From an optimization exercise on the open Yosys and OpenROAD flow, aimed at small area, a short achievable clock period and few clock cycles; shortcuts taken in it are not production practice. Function was checked by simulation only, so behaviour that the tests miss may differ from the original. Power and IR drop assume default switching activity.

job 6176:
==> flow/design.v (excerpt) <==
module lep_crc16 (
    input  wire        clk,
    input  wire        rst,
    input  wire        host_req,
    input  wire        host_we,
    input  wire [11:0] host_addr,
    input  wire [31:0] host_wdata,
    output wire [31:0] host_rdata,
    output wire        host_ready,
    output wire        mem_re,
    output wire        mem_we,
    output wire [9:0]  mem_addr,
    output reg  [3:0]  mem_be,
    output wire [31:0] mem_wdata,
    input  wire [31:0] mem_rdata
);
Size: about 2800 cells after synthesis, about 24000 um2 of cells after synthesis.
==> flow/config.mk <==
export PLATFORM = sky130hd
export DESIGN_NAME = lep_crc16
export DESIGN_NICKNAME = lep_crc16
export VERILOG_FILES = /design/flow/design.v
export SDC_FILE = /design/flow/constraint.sdc
export NUM_CORES = 4
export LEC_CHECK = 0
export CAP_MARGIN = 20
export CORE_MARGIN = 2
export CORE_UTILIZATION = 55
export CTS_BUF_LIST = sky130_fd_sc_hd__clkbuf_4 sky130_fd_sc_hd__clkbuf_8
export PLACE_DENSITY = 0.7
export SETUP_SLACK_MARGIN = 3.3
export SLEW_MARGIN = 20
==> flow/constraint.sdc <==
create_clock -name core_clock -period 8.0 [get_ports {clk}]
set_input_delay 1.6000 -clock core_clock [delete_from_list [all_inputs] [get_ports {clk}]]
set_output_delay 1.6000 -clock core_clock [all_outputs]
set_load 0.01 [all_outputs]
run.sh (not shown) runs the stock make flow with config.mk's settings and CLKGATE_MAP_FILE= SYNTH_SCRIPT=/design/flow/synth_recipe.tcl, a recipe that flattens the netlist after the stock synthesis.
Testbench counts of job 6176, summed over its fixed seeds: cycles 71,064.
What job 2847 does differently from job 6176 at the input level:
Settings: changing CAP_MARGIN from 20 to 5; changing SLEW_MARGIN from 20 to 5; changing SETUP_SLACK_MARGIN from 3.3 to 3.4.
[summary]
Job 2847 went all the way through synthesis, placement and routing and the layout is clean on timing, DRC and antenna.
Count of buffers added by post-CTS timing repair for setup for job 2847: 23 up relative to job 6176
Sequential share of layout area delta (job 6176 -> job 2847): insignificant
Job 2847 -> job 6176: area fraction in compound gates after synthesis delta 0, exact match
Input changes introduced in job 8182 (baseline for comparison: job 2847):
Settings: SLEW_MARGIN changed from 5 to 20; CAP_MARGIN changed from 5 to 20.
Notes after the runs:
- The number of fill cells was comparable across job 2847 and job 8182.
- Buffer share of cell area ends up lower on job 2847.
- Of the two candidates, job 2847 has the worse time the final worst path needs with I/O delays and setup and job 8182 the better one.
- Overall track demand over capacity in global routing, job 2847 and job 8182: larger value in job 2847
- Job 8182 -> job 2847: clock distribution area overhead in the final layout flat
- Job 8182: flow completed, timing, DRC and antenna clean
- Summary — setup clock skew after layout, job 8182 relative to job 2847: lower, by 0.010 ns.
- Post-layout net count went up slightly going from job 2847 to job 8182.
- Compared to job 2847, job 8182 has summed area of non-filler cells in the final layout 0.82% higher.
- The smallest hold slack was comparable across job 2847 and job 8182.
- Of the two values seen for launch point of the critical path, host_addr[2] was produced by job 8182 and xbad by job 2847.
- Power share of the combinational group across job 2847 and job 8182: no real change.
- Job 8182 vs job 2847: clock-buffer cell count up by a little under 10%
[inputs] job 8243 vs job 8182
Settings: changing CTS_BUF_LIST from sky130_fd_sc_hd__clkbuf_4 sky130_fd_sc_hd__clkbuf_8 to sky130_fd_sc_hd__clkbuf_8.
On share of cell area taken by multi-input logic gates: between job 8243 and job 8182, it ends up lower for job 8182.
Going from job 8182 to job 8243, post-layout minimum cycle time saw a decrease; per-cell routed wire length lower; share of the clock period used by the worst path lost 0.15 points; global-route wire length before repair shows no meaningful change; proportion of synthesized chip area in sequential cells shows no meaningful change.
Re wire length: job 8243 and job 8182 aren't equal, and the higher value belongs to job 8182.
On sequential cell area share, job 8243 tracks job 8182 almost exactly.
The cell with the largest stage delay on the worst path comes out edfxtp_1 in one run and a222oi_1 in the other, namely in job 8243 and job 8182 respectively.
NOTE: clock network fraction of design power in job 8243 falls short of that of job 8182
Relative to job 8182, the part of the power in combinational logic of job 8243 is higher by 0.6 points.

## what the ideal ports hide
In the flow no input, the clock included, has a driving cell. The finished layouts below were timed again as built, in two steps. Step 1 assumes that a clkbuf_16 drives the clock port and a buf_2 every other input. Step 2 times the ports against the registers' clock, not the clock port: input delays grow and output delays shrink by t, the midpoint of the rising clock arrivals with the driver on. a / b / c = ideal ports / drivers / drivers and shift; a / b = the first two.
run | t, ns | setup WS [ns] | hold slack, ns | clock arrival spread, ns
job 6176 | 0.738 | 3.248 / 3.191 / 2.870 | 0.473 / 0.473 / 0.473 | 0.081 / 0.081
job 2847 | 0.700 | 3.259 / 3.197 / 2.985 | 0.476 / 0.476 / 0.476 | 0.024 / 0.025
job 8182 | 0.717 | 3.328 / 3.268 / 2.865 | 0.477 / 0.477 / 0.477 | 0.015 / 0.016
job 8243 | 0.716 | 3.340 / 3.286 / 2.850 | 0.477 / 0.477 / 0.477 | 0.021 / 0.021
After both steps every run listed still meets setup and hold. For job 8243, which loses most, drivers alone change the setup slack by -0.054 ns; drivers and shift together by -0.490 ns.
